What follows belongs to an exercise in optimizing a design on an open flow for small area, a short achievable clock period and few clock cycles per item; a production flow would make more cautious choices.
Only simulation tests tie the RTL to the original design; equivalence was not proved.

==> flow/design.v <==
module lzc32 (
    input  wire [31:0] x,
    output wire [5:0]  n
);
    wire [15:0] v1; wire [15:0] p1;           
    wire [7:0]  v2; wire [15:0] p2;           
    wire [3:0]  v3; wire [11:0] p3;           
    wire [1:0]  v4; wire [7:0]  p4;           
    genvar i;
    generate
        for (i = 0; i < 16; i = i + 1) begin : l1
            assign v1[i] = x[2*i+1] | x[2*i];
            assign p1[i] = ~x[2*i+1];
        end
        for (i = 0; i < 8; i = i + 1) begin : l2
            assign v2[i] = v1[2*i+1] | v1[2*i];
            assign p2[2*i+1:2*i] = v1[2*i+1] ? {1'b0, p1[2*i+1]} : {1'b1, p1[2*i]};
        end
        for (i = 0; i < 4; i = i + 1) begin : l3
            assign v3[i] = v2[2*i+1] | v2[2*i];
            assign p3[3*i+2:3*i] = v2[2*i+1] ? {1'b0, p2[4*i+3:4*i+2]} : {1'b1, p2[4*i+1:4*i]};
        end
        for (i = 0; i < 2; i = i + 1) begin : l4
            assign v4[i] = v3[2*i+1] | v3[2*i];
            assign p4[4*i+3:4*i] = v3[2*i+1] ? {1'b0, p3[6*i+5:6*i+3]} : {1'b1, p3[6*i+2:6*i]};
        end
    endgenerate
    wire [4:0] p5 = v4[1] ? {1'b0, p4[7:4]} : {1'b1, p4[3:0]};
    assign n = (v4[1] | v4[0]) ? {1'b0, p5} : 6'd32;
endmodule
module fp_add_core #(
    parameter FULLNORM = 0       
) (
    input  wire [31:0] a,
    input  wire [31:0] b,
    output wire        sgn,      
    output wire [10:0] e_r,      
    output wire [23:0] m_r,      
    output wire [10:0] e_n,      
    output wire [23:0] m_n,      
    output wire        r_n,      
    output wire        ovf,      
    output wire        zero,     
    output wire        zsgn,     
    output wire        is_nan,
    output wire        is_inf,   
    output wire        inf_sgn
);
    wire        sa = a[31];
    wire        sb = b[31];
    wire [7:0]  ea = a[30:23];
    wire [7:0]  eb = b[30:23];
    wire [22:0] fa = a[22:0];
    wire [22:0] fb = b[22:0];
    wire a_max = &ea;
    wire b_max = &eb;
    wire a_nan = a_max & (|fa);
    wire b_nan = b_max & (|fb);
    wire a_inf = a_max & ~(|fa);
    wire b_inf = b_max & ~(|fb);
    assign is_nan  = a_nan | b_nan | (a_inf & b_inf & (sa ^ sb));
    assign is_inf  = a_inf | b_inf;
    assign inf_sgn = a_inf ? sa : sb;
    wire        ha  = |ea;
    wire        hb  = |eb;
    wire [7:0]  eae = {ea[7:1], ea[0] | ~ha};
    wire [7:0]  ebe = {eb[7:1], eb[0] | ~hb};
    wire [8:0]  dab = {1'b0, eae} - {1'b0, ebe};
    wire [8:0]  dba = {1'b0, ebe} - {1'b0, eae};
    wire        big_ab = (dab[7:0] > 8'd26);
    wire        big_ba = (dba[7:0] > 8'd26);
    wire        swap = (a[30:0] < b[30:0]);
    wire        eff_sub = sa ^ sb;
    wire        sL   = swap ? sb : sa;
    wire [7:0]  eL   = swap ? ebe : eae;
    wire [23:0] mL   = swap ? {hb, fb} : {ha, fa};
    wire [23:0] mS   = swap ? {ha, fa} : {hb, fb};
    wire [4:0]  dd   = swap ? (big_ba ? 5'd26 : dba[4:0]) : (big_ab ? 5'd26 : dab[4:0]);
    wire [49:0] shx = {mS, 26'd0} >> dd;
    wire [23:0] lmask;
    genvar j;
    generate for (j = 0; j < 24; j = j + 1) begin : g_mask
        assign lmask[j] = (dd > j + 2);
    end endgenerate
    wire        stk = |(mS & lmask);
    wire [26:0] aligned = {shx[49:24], stk};
    wire [26:0] mLx = {mL, 3'b000};
    wire [27:0] sum = {1'b0, mLx} + ({1'b0, aligned} ^ {28{eff_sub}}) + {27'd0, eff_sub};
    wire [26:0] s0  = sum[26:0];
    wire        cy  = sum[27] & ~eff_sub;
    wire [26:0] stop;
    generate
        if (FULLNORM) begin : g_full
            assign stop = 27'd0;
        end else begin : g_clamp
            for (j = 0; j < 27; j = j + 1) begin : g_stop
                assign stop[j] = (eL == 8'd27 - j);
            end
        end
    endgenerate
    wire [5:0]  lz;
    lzc32 u_lzc (.x({s0 | stop, 5'b11111}), .n(lz));
    wire [4:0]  sh  = lz[4:0];
    wire [26:0] sl  = s0 << sh;
    wire [26:0] s   = cy ? {sum[27:2], sum[1] | sum[0]} : sl;
    wire [10:0] e   = cy ? {3'b000, eL} + 11'd1 : {3'b000, eL} - {6'd0, sh};
    wire [23:0] mant  = s[26:3];
    wire        guard = s[2];
    wire        rest  = s[1] | s[0];
    wire        rup   = guard & (rest | mant[0]);
    wire        rcy   = rup & (&mant);
    wire [23:0] minc  = mant + {23'd0, rup};
    assign m_r  = rcy ? 24'h800000 : minc;
    assign e_n  = e;
    assign m_n  = mant;
    assign r_n  = rup;
    assign e_r  = e + {10'd0, rcy};
    wire        e254 = cy ? (eL == 8'd253) : ((eL == 8'd254) & (sh == 5'd0));
    assign ovf  = (cy & (eL == 8'd254)) | (e254 & rcy);
    assign sgn  = sL;
    assign zero = ~(|sum);
    assign zsgn = sL & ~eff_sub;
endmodule
module fp_add (
    input  wire [31:0] a,
    input  wire [31:0] b,
    output reg  [31:0] y
);
    wire        sgn, ovf, zero, zsgn, is_nan, is_inf, inf_sgn;
    wire [10:0] e_r;
    wire [23:0] m_r;
    fp_add_core #(.FULLNORM(0)) u (
        .a(a), .b(b), .sgn(sgn), .e_r(e_r), .m_r(m_r), .ovf(ovf), .zero(zero), .zsgn(zsgn),
        .is_nan(is_nan), .is_inf(is_inf), .inf_sgn(inf_sgn));
    wire [7:0] e_field = m_r[23] ? e_r[7:0] : 8'd0;
    always @* begin
        if (is_nan)
            y = 32'h7fc00000;
        else if (is_inf)
            y = {inf_sgn, 8'hff, 23'd0};
        else if (zero)
            y = {zsgn, 31'd0};
        else if (ovf)
            y = {sgn, 8'hff, 23'd0};
        else
            y = {sgn, e_field, m_r[22:0]};
    end
endmodule
module fp_add_n (
    input  wire [31:0] a,
    input  wire [31:0] b,
    output wire        n_sgn,
    output wire [10:0] n_exp,
    output wire [23:0] n_sig,
    output wire        n_rup,
    output wire        n_zero,
    output wire        n_inf,
    output wire        n_nan
);
    wire        sgn, ovf, zero, zsgn, is_nan, is_inf, inf_sgn;
    wire [10:0] e_r, e_n;
    wire [23:0] m_r, m_n;
    wire        r_n;
    fp_add_core #(.FULLNORM(1)) u (
        .a(a), .b(b), .sgn(sgn), .e_r(e_r), .m_r(m_r), .e_n(e_n), .m_n(m_n), .r_n(r_n),
        .ovf(ovf), .zero(zero), .zsgn(zsgn),
        .is_nan(is_nan), .is_inf(is_inf), .inf_sgn(inf_sgn));
    assign n_nan  = is_nan;
    assign n_inf  = ~is_nan & (is_inf | (~zero & ovf));
    assign n_zero = ~is_nan & ~is_inf & zero;
    assign n_sgn  = is_inf ? inf_sgn : zero ? zsgn : sgn;
    assign n_exp  = e_n;
    assign n_sig  = m_n;
    assign n_rup  = r_n;
endmodule
module mul24cs (
    input  wire [23:0] a,
    input  wire [23:0] b,
    input  wire        r,
    output wire [47:0] s,
    output wire [47:0] c
);
    wire [27:0] ae = {3'b000, a, 1'b0};
    wire [23:0] ra = a & {24{r}};
    wire [12:0] neg, nneg, one, two;
    genvar i;
    generate for (i = 0; i < 13; i = i + 1) begin : g_booth
        wire [2:0] dg = ae[2*i+2:2*i];
        assign neg[i]  = dg[2] & ~(dg[1] & dg[0]);
        assign nneg[i] = ~neg[i];
        assign one[i]  = dg[1] ^ dg[0];
        assign two[i]  = (dg == 3'b011) | (dg == 3'b100);
    end endgenerate
    wire [24:0] pp0 = (({25{one[0]}} & {1'b0, b}) | ({25{two[0]}} & {b, 1'b0})) ^ {25{neg[0]}};
    wire [24:0] pp1 = (({25{one[1]}} & {1'b0, b}) | ({25{two[1]}} & {b, 1'b0})) ^ {25{neg[1]}};
    wire [24:0] pp2 = (({25{one[2]}} & {1'b0, b}) | ({25{two[2]}} & {b, 1'b0})) ^ {25{neg[2]}};
    wire [24:0] pp3 = (({25{one[3]}} & {1'b0, b}) | ({25{two[3]}} & {b, 1'b0})) ^ {25{neg[3]}};
    wire [24:0] pp4 = (({25{one[4]}} & {1'b0, b}) | ({25{two[4]}} & {b, 1'b0})) ^ {25{neg[4]}};
    wire [24:0] pp5 = (({25{one[5]}} & {1'b0, b}) | ({25{two[5]}} & {b, 1'b0})) ^ {25{neg[5]}};
    wire [24:0] pp6 = (({25{one[6]}} & {1'b0, b}) | ({25{two[6]}} & {b, 1'b0})) ^ {25{neg[6]}};
    wire [24:0] pp7 = (({25{one[7]}} & {1'b0, b}) | ({25{two[7]}} & {b, 1'b0})) ^ {25{neg[7]}};
    wire [24:0] pp8 = (({25{one[8]}} & {1'b0, b}) | ({25{two[8]}} & {b, 1'b0})) ^ {25{neg[8]}};
    wire [24:0] pp9 = (({25{one[9]}} & {1'b0, b}) | ({25{two[9]}} & {b, 1'b0})) ^ {25{neg[9]}};
    wire [24:0] pp10 = (({25{one[10]}} & {1'b0, b}) | ({25{two[10]}} & {b, 1'b0})) ^ {25{neg[10]}};
    wire [24:0] pp11 = (({25{one[11]}} & {1'b0, b}) | ({25{two[11]}} & {b, 1'b0})) ^ {25{neg[11]}};
    wire [24:0] pp12 = (({25{one[12]}} & {1'b0, b}) | ({25{two[12]}} & {b, 1'b0})) ^ {25{neg[12]}};
  wire hs0, hc0; assign {hc0, hs0} = pp0[22] + pp1[20];
  wire hs1, hc1; assign {hc1, hs1} = pp0[23] + pp1[21];
  wire fs2, fc2; assign {fc2, fs2} = pp0[24] + pp1[22] + pp2[20];
  wire hs3, hc3; assign {hc3, hs3} = neg[0] + pp1[23];
  wire fs4, fc4; assign {fc4, fs4} = nneg[0] + pp1[24] + pp2[22];
  wire hs5, hc5; assign {hc5, hs5} = neg[1] + pp2[23];
  wire hs6, hc6; assign {hc6, hs6} = pp0[14] + pp1[12];
  wire hs7, hc7; assign {hc7, hs7} = pp0[15] + pp1[13];
  wire fs8, fc8; assign {fc8, fs8} = pp0[16] + pp1[14] + pp2[12];
  wire hs9, hc9; assign {hc9, hs9} = pp3[10] + pp4[8];
  wire fs10, fc10; assign {fc10, fs10} = pp0[17] + pp1[15] + pp2[13];
  wire hs11, hc11; assign {hc11, hs11} = pp3[11] + pp4[9];
  wire fs12, fc12; assign {fc12, fs12} = pp0[18] + pp1[16] + pp2[14];
  wire fs13, fc13; assign {fc13, fs13} = pp3[12] + pp4[10] + pp5[8];
  wire hs14, hc14; assign {hc14, hs14} = pp6[6] + pp7[4];
  wire fs15, fc15; assign {fc15, fs15} = pp0[19] + pp1[17] + pp2[15];
  wire fs16, fc16; assign {fc16, fs16} = pp3[13] + pp4[11] + pp5[9];
  wire hs17, hc17; assign {hc17, hs17} = pp6[7] + pp7[5];
  wire fs18, fc18; assign {fc18, fs18} = pp0[20] + pp1[18] + pp2[16];
  wire fs19, fc19; assign {fc19, fs19} = pp3[14] + pp4[12] + pp5[10];
  wire fs20, fc20; assign {fc20, fs20} = pp6[8] + pp7[6] + pp8[4];
  wire hs21, hc21; assign {hc21, hs21} = pp9[2] + pp10[0];
  wire fs22, fc22; assign {fc22, fs22} = pp0[21] + pp1[19] + pp2[17];
  wire fs23, fc23; assign {fc23, fs23} = pp3[15] + pp4[13] + pp5[11];
  wire fs24, fc24; assign {fc24, fs24} = pp6[9] + pp7[7] + pp8[5];
  wire hs25, hc25; assign {hc25, hs25} = pp9[3] + pp10[1];
  wire fs26, fc26; assign {fc26, fs26} = pp2[18] + pp3[16] + pp4[14];
  wire fs27, fc27; assign {fc27, fs27} = pp5[12] + pp6[10] + pp7[8];
  wire fs28, fc28; assign {fc28, fs28} = pp8[6] + pp9[4] + pp10[2];
  wire fs29, fc29; assign {fc29, fs29} = pp11[0] + neg[11] + ra[22];
  wire fs30, fc30; assign {fc30, fs30} = pp2[19] + pp3[17] + pp4[15];
  wire fs31, fc31; assign {fc31, fs31} = pp5[13] + pp6[11] + pp7[9];
  wire fs32, fc32; assign {fc32, fs32} = pp8[7] + pp9[5] + pp10[3];
  wire fs33, fc33; assign {fc33, fs33} = pp11[1] + ra[23] + hs1;
  wire fs34, fc34; assign {fc34, fs34} = pp3[18] + pp4[16] + pp5[14];
  wire fs35, fc35; assign {fc35, fs35} = pp6[12] + pp7[10] + pp8[8];
  wire fs36, fc36; assign {fc36, fs36} = pp9[6] + pp10[4] + pp11[2];
  wire fs37, fc37; assign {fc37, fs37} = pp12[0] + neg[12] + fs2;
  wire fs38, fc38; assign {fc38, fs38} = pp2[21] + pp3[19] + pp4[17];
  wire fs39, fc39; assign {fc39, fs39} = pp5[15] + pp6[13] + pp7[11];
  wire fs40, fc40; assign {fc40, fs40} = pp8[9] + pp9[7] + pp10[5];
  wire fs41, fc41; assign {fc41, fs41} = pp11[3] + pp12[1] + hs3;
  wire fs42, fc42; assign {fc42, fs42} = pp3[20] + pp4[18] + pp5[16];
  wire fs43, fc43; assign {fc43, fs43} = pp6[14] + pp7[12] + pp8[10];
  wire fs44, fc44; assign {fc44, fs44} = pp9[8] + pp10[6] + pp11[4];
  wire fs45, fc45; assign {fc45, fs45} = pp12[2] + 1'b1 + fs4;
  wire fs46, fc46; assign {fc46, fs46} = pp3[21] + pp4[19] + pp5[17];
  wire fs47, fc47; assign {fc47, fs47} = pp6[15] + pp7[13] + pp8[11];
  wire fs48, fc48; assign {fc48, fs48} = pp9[9] + pp10[7] + pp11[5];
  wire fs49, fc49; assign {fc49, fs49} = pp12[3] + 1'b1 + hs5;
  wire fs50, fc50; assign {fc50, fs50} = nneg[1] + pp2[24] + pp3[22];
  wire fs51, fc51; assign {fc51, fs51} = pp4[20] + pp5[18] + pp6[16];
  wire fs52, fc52; assign {fc52, fs52} = pp7[14] + pp8[12] + pp9[10];
  wire fs53, fc53; assign {fc53, fs53} = pp10[8] + pp11[6] + pp12[4];
  wire fs54, fc54; assign {fc54, fs54} = neg[2] + pp3[23] + pp4[21];
  wire fs55, fc55; assign {fc55, fs55} = pp5[19] + pp6[17] + pp7[15];
  wire fs56, fc56; assign {fc56, fs56} = pp8[13] + pp9[11] + pp10[9];
  wire hs57, hc57; assign {hc57, hs57} = pp11[7] + pp12[5];
  wire fs58, fc58; assign {fc58, fs58} = nneg[2] + pp3[24] + pp4[22];
  wire fs59, fc59; assign {fc59, fs59} = pp5[20] + pp6[18] + pp7[16];
  wire fs60, fc60; assign {fc60, fs60} = pp8[14] + pp9[12] + pp10[10];
  wire fs61, fc61; assign {fc61, fs61} = neg[3] + pp4[23] + pp5[21];
  wire fs62, fc62; assign {fc62, fs62} = pp6[19] + pp7[17] + pp8[15];
  wire hs63, hc63; assign {hc63, hs63} = pp9[13] + pp10[11];
  wire fs64, fc64; assign {fc64, fs64} = nneg[3] + pp4[24] + pp5[22];
  wire fs65, fc65; assign {fc65, fs65} = pp6[20] + pp7[18] + pp8[16];
  wire fs66, fc66; assign {fc66, fs66} = neg[4] + pp5[23] + pp6[21];
  wire hs67, hc67; assign {hc67, hs67} = pp7[19] + pp8[17];
  wire fs68, fc68; assign {fc68, fs68} = nneg[4] + pp5[24] + pp6[22];
  wire hs69, hc69; assign {hc69, hs69} = neg[5] + pp6[23];
  wire hs70, hc70; assign {hc70, hs70} = pp0[8] + pp1[6];
  wire hs71, hc71; assign {hc71, hs71} = pp0[9] + pp1[7];
  wire fs72, fc72; assign {fc72, fs72} = pp0[10] + pp1[8] + pp2[6];
  wire hs73, hc73; assign {hc73, hs73} = pp3[4] + pp4[2];
  wire fs74, fc74; assign {fc74, fs74} = pp0[11] + pp1[9] + pp2[7];
  wire hs75, hc75; assign {hc75, hs75} = pp3[5] + pp4[3];
  wire fs76, fc76; assign {fc76, fs76} = pp0[12] + pp1[10] + pp2[8];
  wire fs77, fc77; assign {fc77, fs77} = pp3[6] + pp4[4] + pp5[2];
  wire hs78, hc78; assign {hc78, hs78} = pp6[0] + neg[6];
  wire fs79, fc79; assign {fc79, fs79} = pp0[13] + pp1[11] + pp2[9];
  wire fs80, fc80; assign {fc80, fs80} = pp3[7] + pp4[5] + pp5[3];
  wire hs81, hc81; assign {hc81, hs81} = pp6[1] + ra[13];
  wire fs82, fc82; assign {fc82, fs82} = pp2[10] + pp3[8] + pp4[6];
  wire fs83, fc83; assign {fc83, fs83} = pp5[4] + pp6[2] + pp7[0];
  wire fs84, fc84; assign {fc84, fs84} = neg[7] + ra[14] + hs6;
  wire fs85, fc85; assign {fc85, fs85} = pp2[11] + pp3[9] + pp4[7];
  wire fs86, fc86; assign {fc86, fs86} = pp5[5] + pp6[3] + pp7[1];
  wire fs87, fc87; assign {fc87, fs87} = ra[15] + hs7 + hc6;
  wire fs88, fc88; assign {fc88, fs88} = pp5[6] + pp6[4] + pp7[2];
  wire fs89, fc89; assign {fc89, fs89} = pp8[0] + neg[8] + ra[16];
  wire fs90, fc90; assign {fc90, fs90} = fs8 + hs9 + hc7;
  wire fs91, fc91; assign {fc91, fs91} = pp5[7] + pp6[5] + pp7[3];
  wire fs92, fc92; assign {fc92, fs92} = pp8[1] + ra[17] + fs10;
  wire fs93, fc93; assign {fc93, fs93} = hs11 + fc8 + hc9;
  wire fs94, fc94; assign {fc94, fs94} = pp8[2] + pp9[0] + neg[9];
  wire fs95, fc95; assign {fc95, fs95} = ra[18] + fs12 + fs13;
  wire fs96, fc96; assign {fc96, fs96} = hs14 + fc10 + hc11;
  wire fs97, fc97; assign {fc97, fs97} = pp8[3] + pp9[1] + ra[19];
  wire fs98, fc98; assign {fc98, fs98} = fs15 + fs16 + hs17;
  wire fs99, fc99; assign {fc99, fs99} = fc12 + fc13 + hc14;
  wire fs100, fc100; assign {fc100, fs100} = neg[10] + ra[20] + fs18;
  wire fs101, fc101; assign {fc101, fs101} = fs19 + fs20 + hs21;
  wire fs102, fc102; assign {fc102, fs102} = fc15 + fc16 + hc17;
  wire fs103, fc103; assign {fc103, fs103} = ra[21] + fs22 + fs23;
  wire fs104, fc104; assign {fc104, fs104} = fs24 + hs25 + fc18;
  wire fs105, fc105; assign {fc105, fs105} = fc19 + fc20 + hc21;
  wire fs106, fc106; assign {fc106, fs106} = hs0 + fs26 + fs27;
  wire fs107, fc107; assign {fc107, fs107} = fs28 + fs29 + fc22;
  wire fs108, fc108; assign {fc108, fs108} = fc23 + fc24 + hc25;
  wire fs109, fc109; assign {fc109, fs109} = hc0 + fs30 + fs31;
  wire fs110, fc110; assign {fc110, fs110} = fs32 + fs33 + fc26;
  wire fs111, fc111; assign {fc111, fs111} = fc27 + fc28 + fc29;
  wire fs112, fc112; assign {fc112, fs112} = hc1 + fs34 + fs35;
  wire fs113, fc113; assign {fc113, fs113} = fs36 + fs37 + fc30;
  wire fs114, fc114; assign {fc114, fs114} = fc31 + fc32 + fc33;
  wire fs115, fc115; assign {fc115, fs115} = fc2 + fs38 + fs39;
  wire fs116, fc116; assign {fc116, fs116} = fs40 + fs41 + fc34;
  wire fs117, fc117; assign {fc117, fs117} = fc35 + fc36 + fc37;
  wire fs118, fc118; assign {fc118, fs118} = hc3 + fs42 + fs43;
  wire fs119, fc119; assign {fc119, fs119} = fs44 + fs45 + fc38;
  wire fs120, fc120; assign {fc120, fs120} = fc39 + fc40 + fc41;
  wire fs121, fc121; assign {fc121, fs121} = fc4 + fs46 + fs47;
  wire fs122, fc122; assign {fc122, fs122} = fs48 + fs49 + fc42;
  wire fs123, fc123; assign {fc123, fs123} = fc43 + fc44 + fc45;
  wire fs124, fc124; assign {fc124, fs124} = hc5 + fs50 + fs51;
  wire fs125, fc125; assign {fc125, fs125} = fs52 + fs53 + fc46;
  wire fs126, fc126; assign {fc126, fs126} = fc47 + fc48 + fc49;
  wire fs127, fc127; assign {fc127, fs127} = 1'b1 + fs54 + fs55;
  wire fs128, fc128; assign {fc128, fs128} = fs56 + hs57 + fc50;
  wire fs129, fc129; assign {fc129, fs129} = fc51 + fc52 + fc53;
  wire fs130, fc130; assign {fc130, fs130} = pp11[8] + pp12[6] + fs58;
  wire fs131, fc131; assign {fc131, fs131} = fs59 + fs60 + fc54;
  wire fs132, fc132; assign {fc132, fs132} = fc55 + fc56 + hc57;
  wire fs133, fc133; assign {fc133, fs133} = pp11[9] + pp12[7] + 1'b1;
  wire fs134, fc134; assign {fc134, fs134} = fs61 + fs62 + hs63;
  wire fs135, fc135; assign {fc135, fs135} = fc58 + fc59 + fc60;
  wire fs136, fc136; assign {fc136, fs136} = pp9[14] + pp10[12] + pp11[10];
  wire fs137, fc137; assign {fc137, fs137} = pp12[8] + fs64 + fs65;
  wire fs138, fc138; assign {fc138, fs138} = fc61 + fc62 + hc63;
  wire fs139, fc139; assign {fc139, fs139} = pp9[15] + pp10[13] + pp11[11];
  wire fs140, fc140; assign {fc140, fs140} = pp12[9] + 1'b1 + fs66;
  wire fs141, fc141; assign {fc141, fs141} = hs67 + fc64 + fc65;
  wire fs142, fc142; assign {fc142, fs142} = pp7[20] + pp8[18] + pp9[16];
  wire fs143, fc143; assign {fc143, fs143} = pp10[14] + pp11[12] + pp12[10];
  wire fs144, fc144; assign {fc144, fs144} = fs68 + fc66 + hc67;
  wire fs145, fc145; assign {fc145, fs145} = pp7[21] + pp8[19] + pp9[17];
  wire fs146, fc146; assign {fc146, fs146} = pp10[15] + pp11[13] + pp12[11];
  wire fs147, fc147; assign {fc147, fs147} = 1'b1 + hs69 + fc68;
  wire fs148, fc148; assign {fc148, fs148} = nneg[5] + pp6[24] + pp7[22];
  wire fs149, fc149; assign {fc149, fs149} = pp8[20] + pp9[18] + pp10[16];
  wire fs150, fc150; assign {fc150, fs150} = pp11[14] + pp12[12] + hc69;
  wire fs151, fc151; assign {fc151, fs151} = neg[6] + pp7[23] + pp8[21];
  wire fs152, fc152; assign {fc152, fs152} = pp9[19] + pp10[17] + pp11[15];
  wire hs153, hc153; assign {hc153, hs153} = pp12[13] + 1'b1;
  wire fs154, fc154; assign {fc154, fs154} = nneg[6] + pp7[24] + pp8[22];
  wire fs155, fc155; assign {fc155, fs155} = pp9[20] + pp10[18] + pp11[16];
  wire fs156, fc156; assign {fc156, fs156} = neg[7] + pp8[23] + pp9[21];
  wire hs157, hc157; assign {hc157, hs157} = pp10[19] + pp11[17];
  wire fs158, fc158; assign {fc158, fs158} = nneg[7] + pp8[24] + pp9[22];
  wire hs159, hc159; assign {hc159, hs159} = neg[8] + pp9[23];
  wire hs160, hc160; assign {hc160, hs160} = pp0[4] + pp1[2];
  wire hs161, hc161; assign {hc161, hs161} = pp0[5] + pp1[3];
  wire fs162, fc162; assign {fc162, fs162} = pp0[6] + pp1[4] + pp2[2];
  wire hs163, hc163; assign {hc163, hs163} = pp3[0] + neg[3];
  wire fs164, fc164; assign {fc164, fs164} = pp0[7] + pp1[5] + pp2[3];
  wire hs165, hc165; assign {hc165, hs165} = pp3[1] + ra[7];
  wire fs166, fc166; assign {fc166, fs166} = pp2[4] + pp3[2] + pp4[0];
  wire fs167, fc167; assign {fc167, fs167} = neg[4] + ra[8] + hs70;
  wire fs168, fc168; assign {fc168, fs168} = pp2[5] + pp3[3] + pp4[1];
  wire fs169, fc169; assign {fc169, fs169} = ra[9] + hs71 + hc70;
  wire fs170, fc170; assign {fc170, fs170} = pp5[0] + neg[5] + ra[10];
  wire fs171, fc171; assign {fc171, fs171} = fs72 + hs73 + hc71;
  wire fs172, fc172; assign {fc172, fs172} = pp5[1] + ra[11] + fs74;
  wire fs173, fc173; assign {fc173, fs173} = hs75 + fc72 + hc73;
  wire fs174, fc174; assign {fc174, fs174} = ra[12] + fs76 + fs77;
  wire fs175, fc175; assign {fc175, fs175} = hs78 + fc74 + hc75;
  wire fs176, fc176; assign {fc176, fs176} = fs79 + fs80 + hs81;
  wire fs177, fc177; assign {fc177, fs177} = fc76 + fc77 + hc78;
  wire fs178, fc178; assign {fc178, fs178} = fs82 + fs83 + fs84;
  wire fs179, fc179; assign {fc179, fs179} = fc79 + fc80 + hc81;
  wire fs180, fc180; assign {fc180, fs180} = fs85 + fs86 + fs87;
  wire fs181, fc181; assign {fc181, fs181} = fc82 + fc83 + fc84;
  wire fs182, fc182; assign {fc182, fs182} = fs88 + fs89 + fs90;
  wire fs183, fc183; assign {fc183, fs183} = fc85 + fc86 + fc87;
  wire fs184, fc184; assign {fc184, fs184} = fs91 + fs92 + fs93;
  wire fs185, fc185; assign {fc185, fs185} = fc88 + fc89 + fc90;
  wire fs186, fc186; assign {fc186, fs186} = fs94 + fs95 + fs96;
  wire fs187, fc187; assign {fc187, fs187} = fc91 + fc92 + fc93;
  wire fs188, fc188; assign {fc188, fs188} = fs97 + fs98 + fs99;
  wire fs189, fc189; assign {fc189, fs189} = fc94 + fc95 + fc96;
  wire fs190, fc190; assign {fc190, fs190} = fs100 + fs101 + fs102;
  wire fs191, fc191; assign {fc191, fs191} = fc97 + fc98 + fc99;
  wire fs192, fc192; assign {fc192, fs192} = fs103 + fs104 + fs105;
  wire fs193, fc193; assign {fc193, fs193} = fc100 + fc101 + fc102;
  wire fs194, fc194; assign {fc194, fs194} = fs106 + fs107 + fs108;
  wire fs195, fc195; assign {fc195, fs195} = fc103 + fc104 + fc105;
  wire fs196, fc196; assign {fc196, fs196} = fs109 + fs110 + fs111;
  wire fs197, fc197; assign {fc197, fs197} = fc106 + fc107 + fc108;
  wire fs198, fc198; assign {fc198, fs198} = fs112 + fs113 + fs114;
  wire fs199, fc199; assign {fc199, fs199} = fc109 + fc110 + fc111;
  wire fs200, fc200; assign {fc200, fs200} = fs115 + fs116 + fs117;
  wire fs201, fc201; assign {fc201, fs201} = fc112 + fc113 + fc114;
  wire fs202, fc202; assign {fc202, fs202} = fs118 + fs119 + fs120;
  wire fs203, fc203; assign {fc203, fs203} = fc115 + fc116 + fc117;
  wire fs204, fc204; assign {fc204, fs204} = fs121 + fs122 + fs123;
  wire fs205, fc205; assign {fc205, fs205} = fc118 + fc119 + fc120;
  wire fs206, fc206; assign {fc206, fs206} = fs124 + fs125 + fs126;
  wire fs207, fc207; assign {fc207, fs207} = fc121 + fc122 + fc123;
  wire fs208, fc208; assign {fc208, fs208} = fs127 + fs128 + fs129;
  wire fs209, fc209; assign {fc209, fs209} = fc124 + fc125 + fc126;
  wire fs210, fc210; assign {fc210, fs210} = fs130 + fs131 + fs132;
  wire fs211, fc211; assign {fc211, fs211} = fc127 + fc128 + fc129;
  wire fs212, fc212; assign {fc212, fs212} = fs133 + fs134 + fs135;
  wire fs213, fc213; assign {fc213, fs213} = fc130 + fc131 + fc132;
  wire fs214, fc214; assign {fc214, fs214} = fs136 + fs137 + fs138;
  wire fs215, fc215; assign {fc215, fs215} = fc133 + fc134 + fc135;
  wire fs216, fc216; assign {fc216, fs216} = fs139 + fs140 + fs141;
  wire fs217, fc217; assign {fc217, fs217} = fc136 + fc137 + fc138;
  wire fs218, fc218; assign {fc218, fs218} = fs142 + fs143 + fs144;
  wire fs219, fc219; assign {fc219, fs219} = fc139 + fc140 + fc141;
  wire fs220, fc220; assign {fc220, fs220} = fs145 + fs146 + fs147;
  wire fs221, fc221; assign {fc221, fs221} = fc142 + fc143 + fc144;
  wire fs222, fc222; assign {fc222, fs222} = fs148 + fs149 + fs150;
  wire fs223, fc223; assign {fc223, fs223} = fc145 + fc146 + fc147;
  wire fs224, fc224; assign {fc224, fs224} = fs151 + fs152 + hs153;
  wire fs225, fc225; assign {fc225, fs225} = fc148 + fc149 + fc150;
  wire fs226, fc226; assign {fc226, fs226} = pp12[14] + fs154 + fs155;
  wire fs227, fc227; assign {fc227, fs227} = fc151 + fc152 + hc153;
  wire fs228, fc228; assign {fc228, fs228} = pp12[15] + 1'b1 + fs156;
  wire fs229, fc229; assign {fc229, fs229} = hs157 + fc154 + fc155;
  wire fs230, fc230; assign {fc230, fs230} = pp10[20] + pp11[18] + pp12[16];
  wire fs231, fc231; assign {fc231, fs231} = fs158 + fc156 + hc157;
  wire fs232, fc232; assign {fc232, fs232} = pp10[21] + pp11[19] + pp12[17];
  wire fs233, fc233; assign {fc233, fs233} = 1'b1 + hs159 + fc158;
  wire fs234, fc234; assign {fc234, fs234} = nneg[8] + pp9[24] + pp10[22];
  wire fs235, fc235; assign {fc235, fs235} = pp11[20] + pp12[18] + hc159;
  wire fs236, fc236; assign {fc236, fs236} = neg[9] + pp10[23] + pp11[21];
  wire hs237, hc237; assign {hc237, hs237} = pp12[19] + 1'b1;
  wire fs238, fc238; assign {fc238, fs238} = nneg[9] + pp10[24] + pp11[22];
  wire hs239, hc239; assign {hc239, hs239} = neg[10] + pp11[23];
  wire hs240, hc240; assign {hc240, hs240} = pp0[2] + pp1[0];
  wire hs241, hc241; assign {hc241, hs241} = pp0[3] + pp1[1];
  wire fs242, fc242; assign {fc242, fs242} = pp2[0] + neg[2] + ra[4];
  wire fs243, fc243; assign {fc243, fs243} = pp2[1] + ra[5] + hs161;
  wire fs244, fc244; assign {fc244, fs244} = ra[6] + fs162 + hs163;
  wire fs245, fc245; assign {fc245, fs245} = fs164 + hs165 + fc162;
  wire fs246, fc246; assign {fc246, fs246} = fs166 + fs167 + fc164;
  wire fs247, fc247; assign {fc247, fs247} = fs168 + fs169 + fc166;
  wire fs248, fc248; assign {fc248, fs248} = fs170 + fs171 + fc168;
  wire fs249, fc249; assign {fc249, fs249} = fs172 + fs173 + fc170;
  wire fs250, fc250; assign {fc250, fs250} = fs174 + fs175 + fc172;
  wire fs251, fc251; assign {fc251, fs251} = fs176 + fs177 + fc174;
  wire fs252, fc252; assign {fc252, fs252} = fs178 + fs179 + fc176;
  wire fs253, fc253; assign {fc253, fs253} = fs180 + fs181 + fc178;
  wire fs254, fc254; assign {fc254, fs254} = fs182 + fs183 + fc180;
  wire fs255, fc255; assign {fc255, fs255} = fs184 + fs185 + fc182;
  wire fs256, fc256; assign {fc256, fs256} = fs186 + fs187 + fc184;
  wire fs257, fc257; assign {fc257, fs257} = fs188 + fs189 + fc186;
  wire fs258, fc258; assign {fc258, fs258} = fs190 + fs191 + fc188;
  wire fs259, fc259; assign {fc259, fs259} = fs192 + fs193 + fc190;
  wire fs260, fc260; assign {fc260, fs260} = fs194 + fs195 + fc192;
  wire fs261, fc261; assign {fc261, fs261} = fs196 + fs197 + fc194;
  wire fs262, fc262; assign {fc262, fs262} = fs198 + fs199 + fc196;
  wire fs263, fc263; assign {fc263, fs263} = fs200 + fs201 + fc198;
  wire fs264, fc264; assign {fc264, fs264} = fs202 + fs203 + fc200;
  wire fs265, fc265; assign {fc265, fs265} = fs204 + fs205 + fc202;
  wire fs266, fc266; assign {fc266, fs266} = fs206 + fs207 + fc204;
  wire fs267, fc267; assign {fc267, fs267} = fs208 + fs209 + fc206;
  wire fs268, fc268; assign {fc268, fs268} = fs210 + fs211 + fc208;
  wire fs269, fc269; assign {fc269, fs269} = fs212 + fs213 + fc210;
  wire fs270, fc270; assign {fc270, fs270} = fs214 + fs215 + fc212;
  wire fs271, fc271; assign {fc271, fs271} = fs216 + fs217 + fc214;
  wire fs272, fc272; assign {fc272, fs272} = fs218 + fs219 + fc216;
  wire fs273, fc273; assign {fc273, fs273} = fs220 + fs221 + fc218;
  wire fs274, fc274; assign {fc274, fs274} = fs222 + fs223 + fc220;
  wire fs275, fc275; assign {fc275, fs275} = fs224 + fs225 + fc222;
  wire fs276, fc276; assign {fc276, fs276} = fs226 + fs227 + fc224;
  wire fs277, fc277; assign {fc277, fs277} = fs228 + fs229 + fc226;
  wire fs278, fc278; assign {fc278, fs278} = fs230 + fs231 + fc228;
  wire fs279, fc279; assign {fc279, fs279} = fs232 + fs233 + fc230;
  wire fs280, fc280; assign {fc280, fs280} = fs234 + fs235 + fc232;
  wire fs281, fc281; assign {fc281, fs281} = fs236 + hs237 + fc234;
  wire fs282, fc282; assign {fc282, fs282} = pp12[20] + fs238 + fc236;
  wire fs283, fc283; assign {fc283, fs283} = pp12[21] + 1'b1 + hs239;
  wire fs284, fc284; assign {fc284, fs284} = nneg[10] + pp11[24] + pp12[22];
  wire hs285, hc285; assign {hc285, hs285} = neg[11] + pp12[23];
  wire hs286, hc286; assign {hc286, hs286} = pp0[0] + neg[0];
  wire hs287, hc287; assign {hc287, hs287} = pp0[1] + ra[1];
  wire fs288, fc288; assign {fc288, fs288} = neg[1] + ra[2] + hs240;
  wire fs289, fc289; assign {fc289, fs289} = ra[3] + hs241 + hc240;
  wire fs290, fc290; assign {fc290, fs290} = hs160 + fs242 + hc241;
  wire fs291, fc291; assign {fc291, fs291} = hc160 + fs243 + fc242;
  wire fs292, fc292; assign {fc292, fs292} = hc161 + fs244 + fc243;
  wire fs293, fc293; assign {fc293, fs293} = hc163 + fs245 + fc244;
  wire fs294, fc294; assign {fc294, fs294} = hc165 + fs246 + fc245;
  wire fs295, fc295; assign {fc295, fs295} = fc167 + fs247 + fc246;
  wire fs296, fc296; assign {fc296, fs296} = fc169 + fs248 + fc247;
  wire fs297, fc297; assign {fc297, fs297} = fc171 + fs249 + fc248;
  wire fs298, fc298; assign {fc298, fs298} = fc173 + fs250 + fc249;
  wire fs299, fc299; assign {fc299, fs299} = fc175 + fs251 + fc250;
  wire fs300, fc300; assign {fc300, fs300} = fc177 + fs252 + fc251;
  wire fs301, fc301; assign {fc301, fs301} = fc179 + fs253 + fc252;
  wire fs302, fc302; assign {fc302, fs302} = fc181 + fs254 + fc253;
  wire fs303, fc303; assign {fc303, fs303} = fc183 + fs255 + fc254;
  wire fs304, fc304; assign {fc304, fs304} = fc185 + fs256 + fc255;
  wire fs305, fc305; assign {fc305, fs305} = fc187 + fs257 + fc256;
  wire fs306, fc306; assign {fc306, fs306} = fc189 + fs258 + fc257;
  wire fs307, fc307; assign {fc307, fs307} = fc191 + fs259 + fc258;
  wire fs308, fc308; assign {fc308, fs308} = fc193 + fs260 + fc259;
  wire fs309, fc309; assign {fc309, fs309} = fc195 + fs261 + fc260;
  wire fs310, fc310; assign {fc310, fs310} = fc197 + fs262 + fc261;
  wire fs311, fc311; assign {fc311, fs311} = fc199 + fs263 + fc262;
  wire fs312, fc312; assign {fc312, fs312} = fc201 + fs264 + fc263;
  wire fs313, fc313; assign {fc313, fs313} = fc203 + fs265 + fc264;
  wire fs314, fc314; assign {fc314, fs314} = fc205 + fs266 + fc265;
  wire fs315, fc315; assign {fc315, fs315} = fc207 + fs267 + fc266;
  wire fs316, fc316; assign {fc316, fs316} = fc209 + fs268 + fc267;
  wire fs317, fc317; assign {fc317, fs317} = fc211 + fs269 + fc268;
  wire fs318, fc318; assign {fc318, fs318} = fc213 + fs270 + fc269;
  wire fs319, fc319; assign {fc319, fs319} = fc215 + fs271 + fc270;
  wire fs320, fc320; assign {fc320, fs320} = fc217 + fs272 + fc271;
  wire fs321, fc321; assign {fc321, fs321} = fc219 + fs273 + fc272;
  wire fs322, fc322; assign {fc322, fs322} = fc221 + fs274 + fc273;
  wire fs323, fc323; assign {fc323, fs323} = fc223 + fs275 + fc274;
  wire fs324, fc324; assign {fc324, fs324} = fc225 + fs276 + fc275;
  wire fs325, fc325; assign {fc325, fs325} = fc227 + fs277 + fc276;
  wire fs326, fc326; assign {fc326, fs326} = fc229 + fs278 + fc277;
  wire fs327, fc327; assign {fc327, fs327} = fc231 + fs279 + fc278;
  wire fs328, fc328; assign {fc328, fs328} = fc233 + fs280 + fc279;
  wire fs329, fc329; assign {fc329, fs329} = fc235 + fs281 + fc280;
  wire fs330, fc330; assign {fc330, fs330} = hc237 + fs282 + fc281;
  wire fs331, fc331; assign {fc331, fs331} = fc238 + fs283 + fc282;
  wire fs332, fc332; assign {fc332, fs332} = hc239 + fs284 + fc283;
  wire fs333, fc333; assign {fc333, fs333} = 1'b1 + hs285 + fc284;
    assign s = {fs333, fs332, fs331, fs330, fs329, fs328, fs327, fs326, fs325, fs324, fs323, fs322, fs321, fs320, fs319, fs318, fs317, fs316, fs315, fs314, fs313, fs312, fs311, fs310, fs309, fs308, fs307, fs306, fs305, fs304, fs303, fs302, fs301, fs300, fs299, fs298, fs297, fs296, fs295, fs294, fs293, fs292, fs291, fs290, fs289, fs288, hs287, ra[0]};
    assign c = {fc332, fc331, fc330, fc329, fc328, fc327, fc326, fc325, fc324, fc323, fc322, fc321, fc320, fc319, fc318, fc317, fc316, fc315, fc314, fc313, fc312, fc311, fc310, fc309, fc308, fc307, fc306, fc305, fc304, fc303, fc302, fc301, fc300, fc299, fc298, fc297, fc296, fc295, fc294, fc293, fc292, fc291, fc290, fc289, fc288, hc287, hc286, hs286};
endmodule
module fp_mul_round (
    input  wire [47:0] ps,
    input  wire [47:0] pc,
    input  wire [10:0] e_pre,
    input  wire        sgn,
    input  wire        t_nan,
    input  wire        t_inf,
    input  wire        t_zero,
    output reg  [31:0] y
);
    wire [47:0] p  = ps + pc;
    wire        stlo = |((ps[21:0] ^ pc[21:0]) ^ {ps[20:0] | pc[20:0], 1'b0});
    wire        hi = p[47];
    wire [23:0] mant  = hi ? p[47:24] : p[46:23];
    wire        guard = hi ? p[23] : p[22];
    wire        st    = hi ? (p[22] | stlo) : stlo;
    wire        rup   = guard & (st | mant[0]);
    wire        rcy   = rup & (&mant);
    wire [23:0] minc  = mant + {23'd0, rup};
    wire [23:0] m_r   = rcy ? 24'h800000 : minc;
    wire [10:0] e0 = e_pre;
    wire [10:0] e1 = e_pre + 11'd1;
    wire [10:0] e2 = e_pre + 11'd2;
    wire [1:0]  inc = {1'b0, hi} + {1'b0, rcy};
    wire [10:0] e_r = inc[1] ? e2 : inc[0] ? e1 : e0;
    wire        o0 = ~e0[10] & (e0 >= 11'd255);
    wire        o1 = ~e0[10] & (e0 >= 11'd254);
    wire        o2 = ~e0[10] & (e0 >= 11'd253);
    wire        ovf = inc[1] ? o2 : inc[0] ? o1 : o0;
    wire [7:0]  e_field = m_r[23] ? e_r[7:0] : 8'd0;
    always @* begin
        if (t_nan)
            y = 32'h7fc00000;
        else if (t_inf)
            y = {sgn, 8'hff, 23'd0};
        else if (t_zero)
            y = {sgn, 31'd0};
        else if (ovf)
            y = {sgn, 8'hff, 23'd0};
        else
            y = {sgn, e_field, m_r[22:0]};
    end
endmodule
module fp_mul_denorm (
    input  wire [47:0] ps,
    input  wire [47:0] pc,
    input  wire [10:0] e_pre,
    output wire [47:0] q,
    output wire [10:0] e_q
);
    wire [47:0] p    = ps + pc;
    wire        stlo = |((ps[21:0] ^ pc[21:0]) ^ {ps[20:0] | pc[20:0], 1'b0});
    wire [26:0] w    = {p[47:22], stlo};
    wire [10:0] k    = 11'd1 - e_pre;             
    wire        s16  = (k >= 11'd16);
    wire        s4   = ~s16 & (k >= 11'd4);
    wire [26:0] w1   = s16 ? {16'd0, w[26:17], w[16] | (|w[15:0])} :
                       s4  ? {4'd0, w[26:5], w[4] | (|w[3:0])} :
                             {1'd0, w[26:2], w[1] | w[0]};
    assign q   = {w1, 21'd0};
    assign e_q = e_pre + (s16 ? 11'd16 : s4 ? 11'd4 : 11'd1);
endmodule
module meteor_flt (
    input  wire        clk,
    input  wire        rst,           
    input  wire        load,
    input  wire [31:0] load_coef,
    input  wire        in_valid,
    output wire        in_ready,
    input  wire [31:0] in_re,
    input  wire [31:0] in_im,
    output reg         out_valid,
    input  wire        out_ready,
    output wire [31:0] out_re,
    output wire [31:0] out_im
);
    reg        sA, sB, sC;
    reg        ld;                    
    reg [31:0] x_im;                  
    reg [31:0] acc_re, acc_im;
    reg [31:0] s1_x, s1_a;
    reg        c_sgn, c_zero, c_inf, c_nan;
    reg [10:0] c_exp;
    reg [22:0] c_frac;
    reg [47:0] p_s, p_c;
    reg [10:0] p_exp;
    reg        p_sgn, p_nan, p_inf, p_zero;
    reg        p_sub;                 
    wire stall = (sB || sC) && p_sub;
    wire adv = !(out_valid && !out_ready);
    wire go  = adv && !stall;
    assign in_ready = !sA && !ld && go;
    wire take_smp = in_ready && in_valid && !load;
    wire take_ld  = in_ready && load;
    assign out_re = acc_re;
    assign out_im = acc_im;
    wire        d_sgn, d_zero, d_inf, d_nan;
    wire [10:0] d_exp;
    wire [23:0] d_sig;
    wire        d_rup;
    fp_add_n u_sub (
        .a(s1_x), .b({~s1_a[31], s1_a[30:0]}),
        .n_sgn(d_sgn), .n_exp(d_exp), .n_sig(d_sig), .n_rup(d_rup),
        .n_zero(d_zero), .n_inf(d_inf), .n_nan(d_nan));
    wire [47:0] m_s, m_c;
    mul24cs u_mul (.a({1'b1, c_frac}), .b(d_sig), .r(d_rup), .s(m_s), .c(m_c));
    wire t_nan  = c_nan | d_nan | (c_zero & d_inf) | (c_inf & d_zero);
    wire t_inf  = c_inf | d_inf;
    wire t_zero = c_zero | d_zero;
    wire [10:0] t_exp = c_exp + d_exp - 11'd127;
    wire        t_low = t_exp[10] || t_exp == 11'd0;
    wire        t_uf  = t_exp[10] && (t_exp < 11'h7e7);         
    wire        t_sub = !t_nan && !t_inf && !t_zero && t_low && !t_uf;
    wire [31:0] s2_a = sC ? acc_im : acc_re;
    wire [31:0] t;
    fp_mul_round u_rnd (
        .ps(p_s), .pc(p_c), .e_pre(p_exp), .sgn(p_sgn),
        .t_nan(p_nan), .t_inf(p_inf), .t_zero(p_zero), .y(t));
    wire [47:0] q;
    wire [10:0] e_q;
    fp_mul_denorm u_dn (.ps(p_s), .pc(p_c), .e_pre(p_exp), .q(q), .e_q(e_q));
    wire [31:0] sum;
    fp_add u_add (.a(s2_a), .b(t), .y(sum));
    wire [7:0]  lc_e = s1_x[30:23];
    wire [22:0] lc_f = s1_x[22:0];
    wire [5:0]  lc_lz;
    lzc32 u_clz (.x({lc_f, 9'h1ff}), .n(lc_lz));
    wire        lc_sub = (lc_e == 8'd0);
    wire [22:0] lc_fn  = lc_sub ? (lc_f << (lc_lz[4:0] + 5'd1)) : lc_f;
    wire [10:0] lc_en  = lc_sub ? (11'd0 - {6'd0, lc_lz[4:0]}) : {3'd0, lc_e};
    always @(posedge clk) begin
        if (rst) begin
            sA        <= 1'b0;
            sB        <= 1'b0;
            sC        <= 1'b0;
            p_sub     <= 1'b0;
            ld        <= 1'b0;
            out_valid <= 1'b0;
            acc_re    <= 32'd0;
            acc_im    <= 32'd0;
            c_sgn     <= 1'b0;
            c_zero    <= 1'b1;
            c_inf     <= 1'b0;
            c_nan     <= 1'b0;
            c_exp     <= 11'd0;
            c_frac    <= 23'd0;
        end else begin
            if (take_smp) begin
                s1_x <= in_re;
                x_im <= in_im;
            end else if (take_ld) begin
                s1_x <= load_coef;
            end else if (go && sA) begin
                s1_x <= x_im;
            end
            if (go)
                s1_a <= (take_smp ? sB : sC) ? sum : take_smp ? acc_re : acc_im;
            if (take_ld)
                ld <= 1'b1;
            if (adv && stall) begin
                if (out_ready)
                    out_valid <= 1'b0;
                p_s   <= q;
                p_c   <= 48'd0;
                p_exp <= e_q;
                p_sub <= (e_q != 11'd1);
            end
            if (go) begin
                sA <= take_smp;
                sB <= sA;
                sC <= sB;
                out_valid <= sC;
                p_s    <= m_s;
                p_c    <= m_c;
                p_exp  <= t_exp;
                p_sgn  <= c_sgn ^ d_sgn;
                p_nan  <= t_nan;
                p_inf  <= t_inf;
                p_zero <= t_zero | t_uf;
                p_sub  <= t_sub;
                if (sB)
                    acc_re <= sum;
                if (sC)
                    acc_im <= sum;
                if (ld && !sB && !sC) begin
                    ld     <= 1'b0;
                    acc_re <= 32'd0;
                    acc_im <= 32'd0;
                    c_sgn  <= s1_x[31];
                    c_zero <= (s1_x[30:0] == 31'd0);
                    c_inf  <= (lc_e == 8'hff) && (lc_f == 23'd0);
                    c_nan  <= (lc_e == 8'hff) && (lc_f != 23'd0);
                    c_exp  <= lc_en;
                    c_frac <= lc_fn;
                end
            end
        end
    end
endmodule
==> flow/run.sh <==
#!/bin/bash
# synth_recipe.tcl (not shown) runs the flow's synth.tcl, then flattens the netlist and writes it again
# the make line also repeats each setting of config.mk as NAME=value (left out here)
make -C /OpenROAD-flow-scripts/flow DESIGN_CONFIG=/design/flow/config.mk WORK_HOME=/design/flow/orfs CLKGATE_MAP_FILE= SYNTH_SCRIPT=/design/flow/synth_recipe.tcl finish
==> flow/config.mk <==
export PLATFORM = sky130hd
export DESIGN_NAME = meteor_flt
export DESIGN_NICKNAME = meteor_flt
export VERILOG_FILES = /design/flow/design.v
export SDC_FILE = /design/flow/constraint.sdc
export NUM_CORES = 4
export LEC_CHECK = 0
export ABC_AREA = 1
export CAP_MARGIN = 20
export CORE_MARGIN = 2
export CORE_UTILIZATION = 40
export SETUP_SLACK_MARGIN = 5
export SLEW_MARGIN = 20
==> flow/constraint.sdc <==
create_clock -name core_clock -period 18.0 [get_ports {clk}]
set_input_delay 3.6000 -clock core_clock [delete_from_list [all_inputs] [get_ports {clk}]]
set_output_delay 3.6000 -clock core_clock [all_outputs]
set_load 0.01 [all_outputs]
==> notes.md, run 1 <==
Status: finished clean
Total clock sinks: 313
DRT antenna net count: 0
Seq/Total Area, Yosys: 16.0%
Fmax: 0.0765 GHz
Via-per-instance ratio: 5.81
Clock root cell: clkbuf_16
CTS clk-pin slew, worst paths: 70 ps
Placed Cells incl. Taps: 9,559
Final std cells w/o fill: 9,960
CP top delay family: simple AND/OR/NAND/NOR gates
CORE AREA: 129,000 sq um
Post-synthesis cell count: 7,899
EDFF count, synth: 207
Worst hold path class: flip-flop to flip-flop
Gp weighted congestion: 1.00
Final worst slack: 4920 ps
PortBufs: 166
Slew HR: 18.5%
RSZ-0062 raised after global routing: yes
Total Nets Final: 8,899
CP required: 18,360 ps
Clk buf depth: 3
Layout cells sized above 1: 17.3%
DRT Wirelength: 219,000 microns
Cell taking the most area after synthesis: nand2_1
Yosys cell types: 77
Initial Utilization: 40.2%
CTS buffer count: 38
Final period util: 72.7%
Most common cell after layout, fill and taps aside: nand2_1
Most Crowded Layer GR: met2
Syn_nets: 8,608
Crit-path max cell delay: 440 ps
Full die area: 133,000 sq um
Synthesized area: 52,000 sq um
FF/Latch Area: 8340 sq um
Setup TNS: 0 ps
Worst slew pin tran: 1220 ps
Largest net degree at the start of global routing: 109
GRT met3 Usage: 6.74%
Worst Path Buf+Inv: 16
I/O pins: 167
Count of final max-slew check failures: 0
WL per Instance: 21.9 microns
CP Launch Type: flip-flop
#FFs+latches synth: 313
Via count of the first global-routing pass: 54.2k
Pre-CTS setup slack: 1600 ps
CP max FO: 9
Top post-synthesis cells by area: nand2_1 13%, edfxtp_1 12%, fa_1 11%
Number of fill cells: 13.0k
Drt first pass iters: 7
Async S/R FF share, synth: 0%
H-Tree Depth: 2
Starting DRT DRC Count: 6,770
Syn avg cell area: 6.58 sq um
Met1 GRT Util: 41.0%
Multi-input logic area: 41,600 sq um
Worst Setup Path Type: flip-flop to flip-flop
First-pass GRT wire length: 324,000 microns
Initial antenna violation count: 1
Crit. End Element: flip-flop
Num rows: 132
Synth top area share: 13.4%
Final setup viols: 0
Critical Path Most Common Cell: nand2_1
Synth Flop Type: edfxtp_1
Post-route cell area: 63,600 sq um
Period minus WS final: 13,080 ps
Max Clock Skew: 30.6 ps
Clock latency on the worst-skew pair: 620 ps
GR met2 Demand/Resource: 50.2%
Via count: 57.8k
Final global-route overflow total: 0
Slowest CP cell: ha_2
Placed Area: 55,200 sq um
Most frequent cells in the layout: 1,638 x nand2_1, 1,097 x inv_1, 569 x nand3_1
Area Growth Syn to Fin: 22.3%
Final Hold Viols: 0
Die width: 365 microns
Max-Cap Viols: 0
Die Y: 365 microns
DR DRC count: 0
Critical Path AT: 13,430 ps
DP HPWL: 159,000 microns
Synth warnings: 3
N_diodes: 0
CTS tree: yes
Tot GR Track Use: 31.3%
-- layer usage --
layer	routed length [microns]	share of wire [%]	vias up
li1	-	-	26520
met1	88300	40	27365
met2	96600	44	3272
met3	22700	10	668
met4	11000	5.0	2
met5	11	0.0050	-
-- final cells by class --
cell class,instances,share of cell area (%)
clock buffer,49,1.66
clock inverter,19,0.480
inverter,1245,7.56
multi-input combinational,6008,65.4
sequential,313,13.1
tap,1742,3.43
timing repair buffer,577,8.25
timing repair inverter,7,0.0768
-- flip-flops by register name, summed over array words and instances, names as in the netlist, 9 cells and up --
register  flops
x_im         32
p_exp        11
s1_a         32
c_exp         9
s1_x         32
acc_re       32
p_c          48
c_frac       23
p_s          48
acc_im       32
-- cells by family after synthesis --
logic type,synth area share (%)
multiplexers,0.635
XOR/XNOR,7.93
adder cells (fa/ha/maj),18.8
AO/OA/AOI/OAI,16.0
buffers and inverters,12.0
AND/OR/NAND/NOR,28.6
flip-flops,16.0
-- worst min-delay path: stages, from the launching register on --
cell and delay, ps:
dfxtp_1 320, nand2_1 60, a21oi_1 50
-- stage by stage --
step,util (%),hold slack [ps]
after floorplan,-,445
after global placement,42.6,459
after detailed placement,42.6,462
after CTS,46.3,473
after global routing,49.2,511
final,49.2,476
-- cell usage after synthesis (22+ instances only) --
cell / instances
a21oi_1: 331
buf_2: 41
buf_1: 47
nand4_1: 92
o21ai_1: 50
nor2_2: 27
nor2_1: 580
clkbuf_1: 243
dfxtp_1: 106
nand3_1: 634
nand2_1: 1852
a31oi_1: 33
ha_1: 320
o211ai_1: 65
o21ai_0: 472
xnor2_1: 40
o22ai_1: 301
o221ai_1: 22
a221oi_1: 28
mux2i_1: 33
nor3_1: 73
or2_2: 37
nor4_1: 33
xor2_1: 429
clkinv_1: 28
edfxtp_1: 207
fa_1: 288
inv_1: 1152
inv_2: 60
nand2_2: 38
-- final timing paths --
check                           startpoint  endpoint  slack (ps)  cells past startpoint
worst max-delay path               p_s[43]  s1_a[30]        4920                     91
worst min-delay path              c_exp[0]  c_exp[0]         480                      2
worst max register to register     p_s[43]  s1_a[30]        4920                     91
worst min register to register    c_exp[0]  c_exp[0]         480                      2
-- what timing repair did --
| item | in CTS | in global routing |
|---|---|---|
| hold endpoints to repair | 0 | 0 |
| cloned | 26 | 17 |
| hold buffers | 0 | 0 |
| buffers inserted | 131 | 157 |
| pin swaps | 138 | 234 |
| endpoints found under the setup margin | 196 | 161 |
| resized for setup | 461 | 584 |
Testbench counts, summed over its fixed seeds: cycles 8,224, items 4,096.
==> run 2, diff against run 1 <==
--- a/flow/config.mk
+++ b/flow/config.mk
@@ -10,3 +10,4 @@
 export CORE_MARGIN = 2
-export CORE_UTILIZATION = 40
+export CORE_UTILIZATION = 50
+export PLACE_DENSITY = 0.7
 export SETUP_SLACK_MARGIN = 5
==> run 2 against run 1 <==
  * Wire length shrank 1.4%
  * Global-route usage grew 6.2 points
  * Hold slack lost 6.4 ps
  * Final cell count shrank 3.1%
  * Flip-flop and latch count is the same
  * Critical endpoint unchanged
  * Synthesized area is the same
  * Sequential share of layout area shrank 0.21 points
  * Non-clock buffer count grew 48
==> notes.md, run 2 <==
Status: finished clean (unchanged)
Clk buf depth: 3 (unchanged)
Critical Path AT: 13,560 ps (was 13,430 ps)
Worst hold path class: flip-flop to flip-flop (unchanged)
# hold bufs at CTS: 0 (unchanged)
Via count: 59.2k (was 57.8k)
Starting DRT DRC Count: 7,566 (was 6,770)
DRT Wirelength: 216,000 microns (was 219,000 microns)
Yosys cell types: 77 (unchanged)
Largest net degree at the start of global routing: 108 (was 109)
Final global-route overflow total: 0 (unchanged)
Clock root cell: clkbuf_16 (unchanged)
Die Y: 326 microns (was 365 microns)
WL per Instance: 22.3 microns (was 21.9 microns)
DRT antenna net count: 0 (unchanged)
CTS clk-pin slew, worst paths: 60 ps (was 70 ps)
CTS buffer count: 37 (was 38)
Period minus WS final: 13,250 ps (was 13,080 ps)
Final setup viols: 0 (unchanged)
Async S/R FF share, synth: 0% (unchanged)
Total clock sinks: 313 (unchanged)
Tot GR Track Use: 37.5% (was 31.3%)
I/O pins: 167 (unchanged)
Clock latency on the worst-skew pair: 600 ps (was 620 ps)
Max-Cap Viols: 0 (unchanged)
Crit. End Element: flip-flop (unchanged)
Worst Path Buf+Inv: 22 (was 16)
Fmax: 0.0755 GHz (was 0.0765 GHz)
Layout cells sized above 1: 20.6% (was 17.3%)
Syn avg cell area: 6.58 sq um (unchanged)
Full die area: 107,000 sq um (was 133,000 sq um)
Slew HR: 13.0% (was 18.5%)
#FFs+latches synth: 313 (unchanged)
Seq/Total Area, Yosys: 16.0% (unchanged)
RSZ-0062 raised after global routing: yes (unchanged)
Worst hold path cell count: 2 (unchanged)
Top post-synthesis cells by area: nand2_1 13%, edfxtp_1 12%, fa_1 11% (unchanged)
Top cells by count, synth: 1,852 x nand2_1, 1,152 x inv_1, 634 x nand3_1 (unchanged)
Post-synthesis cell count: 7,899 (unchanged)
Pre-CTS setup slack: 1140 ps (was 1600 ps)
Critical path depth in cells: 97 (was 91)
CTS tree: yes (unchanged)
Die width: 326 microns (was 365 microns)
Synth top area share: 13.4% (unchanged)
Cell taking the most area after synthesis: nand2_1 (unchanged)
Num rows: 118 (was 132)
Synth warnings: 3 (unchanged)
Post-route cell area: 64,600 sq um (was 63,600 sq um)
Initial antenna violation count: 0 (was 1)
CORE AREA: 103,000 sq um (was 129,000 sq um)
H-Tree Depth: 2 (unchanged)
Most frequent cells in the layout: 1,536 x nand2_1, 1,091 x inv_1, 543 x nand3_1 (was 1,638 x nand2_1, 1,097 x inv_1, 569 x nand3_1)
EDFF count, synth: 207 (unchanged)
Most common cell after layout, fill and taps aside: nand2_1 (unchanged)
CP max FO: 8 (was 9)
Final worst slack: 4750 ps (was 4920 ps)
Synth Flop Type: edfxtp_1 (unchanged)
R2R cell count: 97 (was 91)
Total Nets Final: 8,953 (was 8,899)
Final period util: 73.6% (was 72.7%)
Synthesized area: 52,000 sq um (unchanged)
Worst Setup Path Type: flip-flop to flip-flop (unchanged)
First-pass GRT wire length: 315,000 microns (was 324,000 microns)
Count of final max-slew check failures: 0 (unchanged)
Initial Utilization: 50.3% (was 40.2%)
DR DRC count: 0 (unchanged)
Area Growth Syn to Fin: 24.2% (was 22.3%)
Gp weighted congestion: 1.05 (was 1.00)
Setup TNS: 0 ps (unchanged)
Worst slew pin tran: 1300 ps (was 1220 ps)
Max Clock Skew: 29.4 ps (was 30.6 ps)
Final Hold Viols: 0 (unchanged)
CP Launch Type: flip-flop (unchanged)
Slowest CP cell: edfxtp_1 (was ha_2)
PortBufs: 166 (unchanged)
DP HPWL: 153,000 microns (was 159,000 microns)
Biggest regs: p_c (48), p_s (48) (unchanged)
Drt first pass iters: 11 (was 7)
Via-per-instance ratio: 6.13 (was 5.81)
Crit-path max cell delay: 430 ps (was 440 ps)
Top-count cell post-synth: nand2_1 (unchanged)
Via count of the first global-routing pass: 54.6k (was 54.2k)
CP required: 18,310 ps (was 18,360 ps)
Placed Area: 54,700 sq um (was 55,200 sq um)
CP top delay family: simple AND/OR/NAND/NOR gates (unchanged)
N_diodes: 0 (unchanged)
Syn_nets: 8,608 (unchanged)
## run 2: cell counts after synthesis
Identical to the previous run, type by type.
## run 2: stage by stage
step                cells  hold WS [ps]  utilization [%]
floorplan            7899           445                -
global placement     9192           458             52.9
detailed placement   9192           461             52.9
CTS                  9434           470             57.7
global route         9652           488             62.5
finish               9652           470             62.5
## run 2: layer usage
layer  track usage, %  part of all wire, %  vias up
li1                 -                    -    26652
met1             48.3                   38    27442
met2             58.5                   44     4125
met3             8.36                   12      972
met4             20.0                  7.0        4
met5                0                0.030        -
## run 2: logic make-up after synthesis
kind of cell               synth area share, %
AOI/OAI and AO/OA                         16.0
and+or+nand+nor                           28.6
DFF                                       16.0
buffers and inverters                     12.0
adders and majority gates                 18.8
xor gates and xnor gates                  7.93
muxes                                    0.635
## run 2: worst paths after layout
path	from	to	slack [ps]
setup / recovery	p_s[29]	s1_a[30]	4750
hold / removal	c_exp[0]	c_exp[0]	470
setup reg to reg	p_s[29]	s1_a[30]	4750
hold reg to reg	c_exp[0]	c_exp[0]	470
## run 2: tightest hold or removal path: stages, from the launching register on
cell,delay (ps)
dfxtp_1,310
nand2_1,60
a21oi_1,50
## run 2: timing repair
action | CTS | global route
pin swaps | 149 | 280
buffers inserted | 145 | 198
resized for setup | 514 | 834
setup endpoints to repair | 184 | 161
gates cloned | 30 | 20
## run 2: final cells by class
| type | instances | area [sq um] |
|---|---|---|
| clock buffer | 47 | 1020 |
| clock inverter | 20 | 223 |
| fill | 9380 | 38800 |
| inverter | 1245 | 4850 |
| multi-input combinational | 6013 | 42700 |
| sequential | 313 | 8340 |
| tap | 1380 | 1730 |
| timing repair buffer | 625 | 5660 |
| timing repair inverter | 9 | 61.3 |
==> run 3, diff against run 2 <==
--- a/flow/config.mk
+++ b/flow/config.mk
@@ -10,5 +10,4 @@
 export CORE_MARGIN = 2
-export CORE_UTILIZATION = 50
-export PLACE_DENSITY = 0.7
-export SETUP_SLACK_MARGIN = 5
+export CORE_UTILIZATION = 40
+export SETUP_SLACK_MARGIN = 4
 export SLEW_MARGIN = 20
==> run 3 against run 2 <==
  * Highest routed layer unchanged
  * Synthesized cell count unchanged
  * Sequential share of layout area up 0.85 points
  * Setup slack worse by 220 ps
  * Still clean on timing, DRC and antenna
  * Non-clock buffer count down 194
  * Die area up 25%
==> notes.md, run 3 <==
Most common cell after layout, fill and taps aside: nand2_1 (unchanged)
Full die area: 133,000 sq um (was 107,000 sq um)
RSZ-0062 raised after global routing: yes (unchanged)
Area Growth Syn to Fin: 16.5% (was 24.2%)
CTS tree: yes (unchanged)
Gp weighted congestion: 1.00 (was 1.05)
DR DRC count: 0 (unchanged)
Setup TNS: 0 ps (unchanged)
CP required: 18,360 ps (was 18,310 ps)
Via count: 56.4k (was 59.2k)
Initial antenna violation count: 2 (was 0)
Fmax: 0.0742 GHz (was 0.0755 GHz)
Crit. End Element: flip-flop (unchanged)
Cell taking the most area after synthesis: nand2_1 (unchanged)
Crit-path max cell delay: 450 ps (was 430 ps)
Status: finished clean (unchanged)
Top post-synthesis cells by area: nand2_1 13%, edfxtp_1 12%, fa_1 11% (unchanged)
Final period util: 74.8% (was 73.6%)
Period minus WS final: 13,470 ps (was 13,250 ps)
Async S/R FF share, synth: 0% (unchanged)
CP top delay family: simple AND/OR/NAND/NOR gates (unchanged)
Synth top area share: 13.4% (unchanged)
EDFF count, synth: 207 (unchanged)
Top cells by count, synth: 1,852 x nand2_1, 1,152 x inv_1, 634 x nand3_1 (unchanged)
Slew HR: 21.7% (was 13.0%)
Synth warnings: 3 (unchanged)
Total Nets Final: 8,746 (was 8,953)
First-pass GRT wire length: 318,000 microns (was 315,000 microns)
Yosys cell types: 77 (unchanged)
CTS buffer count: 38 (was 37)
Tot GR Track Use: 30.7% (was 37.5%)
Largest net degree at the start of global routing: 109 (was 108)
Number of fill cells: 13.3k (was 9,380)
Post-synthesis cell count: 7,899 (unchanged)
Syn_nets: 8,608 (unchanged)
Total clock sinks: 313 (unchanged)
Final setup viols: 0 (unchanged)
Slowest CP cell: edfxtp_1 (unchanged)
I/O pins: 167 (unchanged)
WL per Instance: 21.8 microns (was 22.3 microns)
Multi-input logic area: 40,000 sq um (was 42,700 sq um)
DRT antenna net count: 0 (unchanged)
Via count of the first global-routing pass: 53.0k (was 54.6k)
Top-count cell post-synth: nand2_1 (unchanged)
#FFs+latches synth: 313 (unchanged)
Seq/Total Area, Yosys: 16.0% (unchanged)
DRT Wirelength: 213,000 microns (was 216,000 microns)
H-Tree Depth: 2 (unchanged)
Die Y: 365 microns (was 326 microns)
Layout cells sized above 1: 12.2% (was 20.6%)
FF/Latch Area: 8340 sq um (unchanged)
Initial Utilization: 40.2% (was 50.3%)
Count of final max-slew check failures: 0 (unchanged)
CP max FO: 8 (unchanged)
Final Hold Viols: 0 (unchanged)
Die width: 365 microns (was 326 microns)
Drt first pass iters: 9 (was 11)
Worst slew pin tran: 1170 ps (was 1300 ps)
Worst Setup Path Type: flip-flop to flip-flop (unchanged)
Via-per-instance ratio: 5.75 (was 6.13)
Final global-route overflow total: 0 (unchanged)
Synth Flop Type: edfxtp_1 (unchanged)
# hold bufs at CTS: 0 (unchanged)
Num rows: 132 (was 118)
Clock root cell: clkbuf_16 (unchanged)
PortBufs: 166 (unchanged)
CP Launch Type: flip-flop (unchanged)
## run 3: what timing repair did
action	in CTS	in global routing
setup endpoints to repair	174	158
gates resized for setup	133	449
pin swaps	27	126
gates cloned	16	11
setup buffers	39	112
## run 3: kinds of logic after synthesis
family / count (synthesis) / share of synthesized area (%)
simple gates: 3446 / 28.6
buf+inv: 1602 / 12.0
compound gates: 1427 / 16.0
fa+ha+maj: 608 / 18.8
xor+xnor: 470 / 7.93
flops: 313 / 16.0
mux: 33 / 0.635
## run 3: per-layer routing
metal | vias up | wire length [microns] | track usage [%]
met2 | 3099 | 94800 | 49.3
met3 | 593 | 21700 | 6.42
met5 | - | 11 | 0
met4 | 2 | 9740 | 11.4
met1 | 26521 | 87100 | 40.5
li1 | 26194 | - | -
## run 3: final cells by class
type | instances | area share (%)
Multi-Input combinational cell | 6003 | 66.1
Timing Repair Buffer | 431 | 6.42
Sequential cell | 313 | 13.8
Inverter | 1245 | 7.86
Timing Repair inverter | 5 | 0.0558
Clock inverter | 19 | 0.504
Antenna cell | 1 | 0.00413
Tap cell | 1742 | 3.60
Clock buffer | 49 | 1.74
## run 3: per-stage QoR
stage          util, %  setup slack, ps  cells  hold slack (ps)  cell area [sq um]
2_1_floorplan        -             5780   7899              445              52000
3_3_place_gp      42.6             1850   9559              459              55200
4_1_cts           44.5             4000   9682              473              57600
3_5_place_dp      42.6             1600   9559              462              55200
5_1_grt           46.8             3750   9807              511              60600
6_report          46.9             4530   9808              473              60600
## run 3: path summary, 6_finish.rpt
check	slack, ps	start	end	cells after the start
max	4530	p_c[9]	s1_a[30]	96
max reg2reg	4530	p_c[9]	s1_a[30]	96
min reg2reg	470	c_exp[0]	c_exp[0]	2
min	470	c_exp[0]	c_exp[0]	2
## run 3: tightest hold or removal path, stage by stage, from the launching register on
cell     delay (ps)
dfxtp_1         320
nand2_1          60
a21oi_1          50

## re-timing with driven ports
Ports are ideal in the flow. The routed layouts listed here were re-timed in OpenROAD. Step 1: set_driving_cell puts a clkbuf_16 on clk and a buf_2 on each other input, an assumption about the parent block. Step 2 adds t to the input delays and takes it off the output delays; t is the mean of the earliest and latest rising clock arrival at the registers after step 1. Input paths then give back, and output paths get back, about the clock's delay inside the block. a / b / c = no drivers / after step 1 / after step 2; a / b = the first two.
run	t, ns	slack for setup (ns)	worst register clock-pin slew, ns	pins driven straight from the clock port
run 1	0.675	4.920 / 4.920 / 4.920	0.07 / 0.07	1
run 2	0.654	4.753 / 4.753 / 4.753	0.07 / 0.07	1
run 3	0.675	4.528 / 4.528 / 4.528	0.07 / 0.07	1
After both steps every run listed still meets setup and hold.
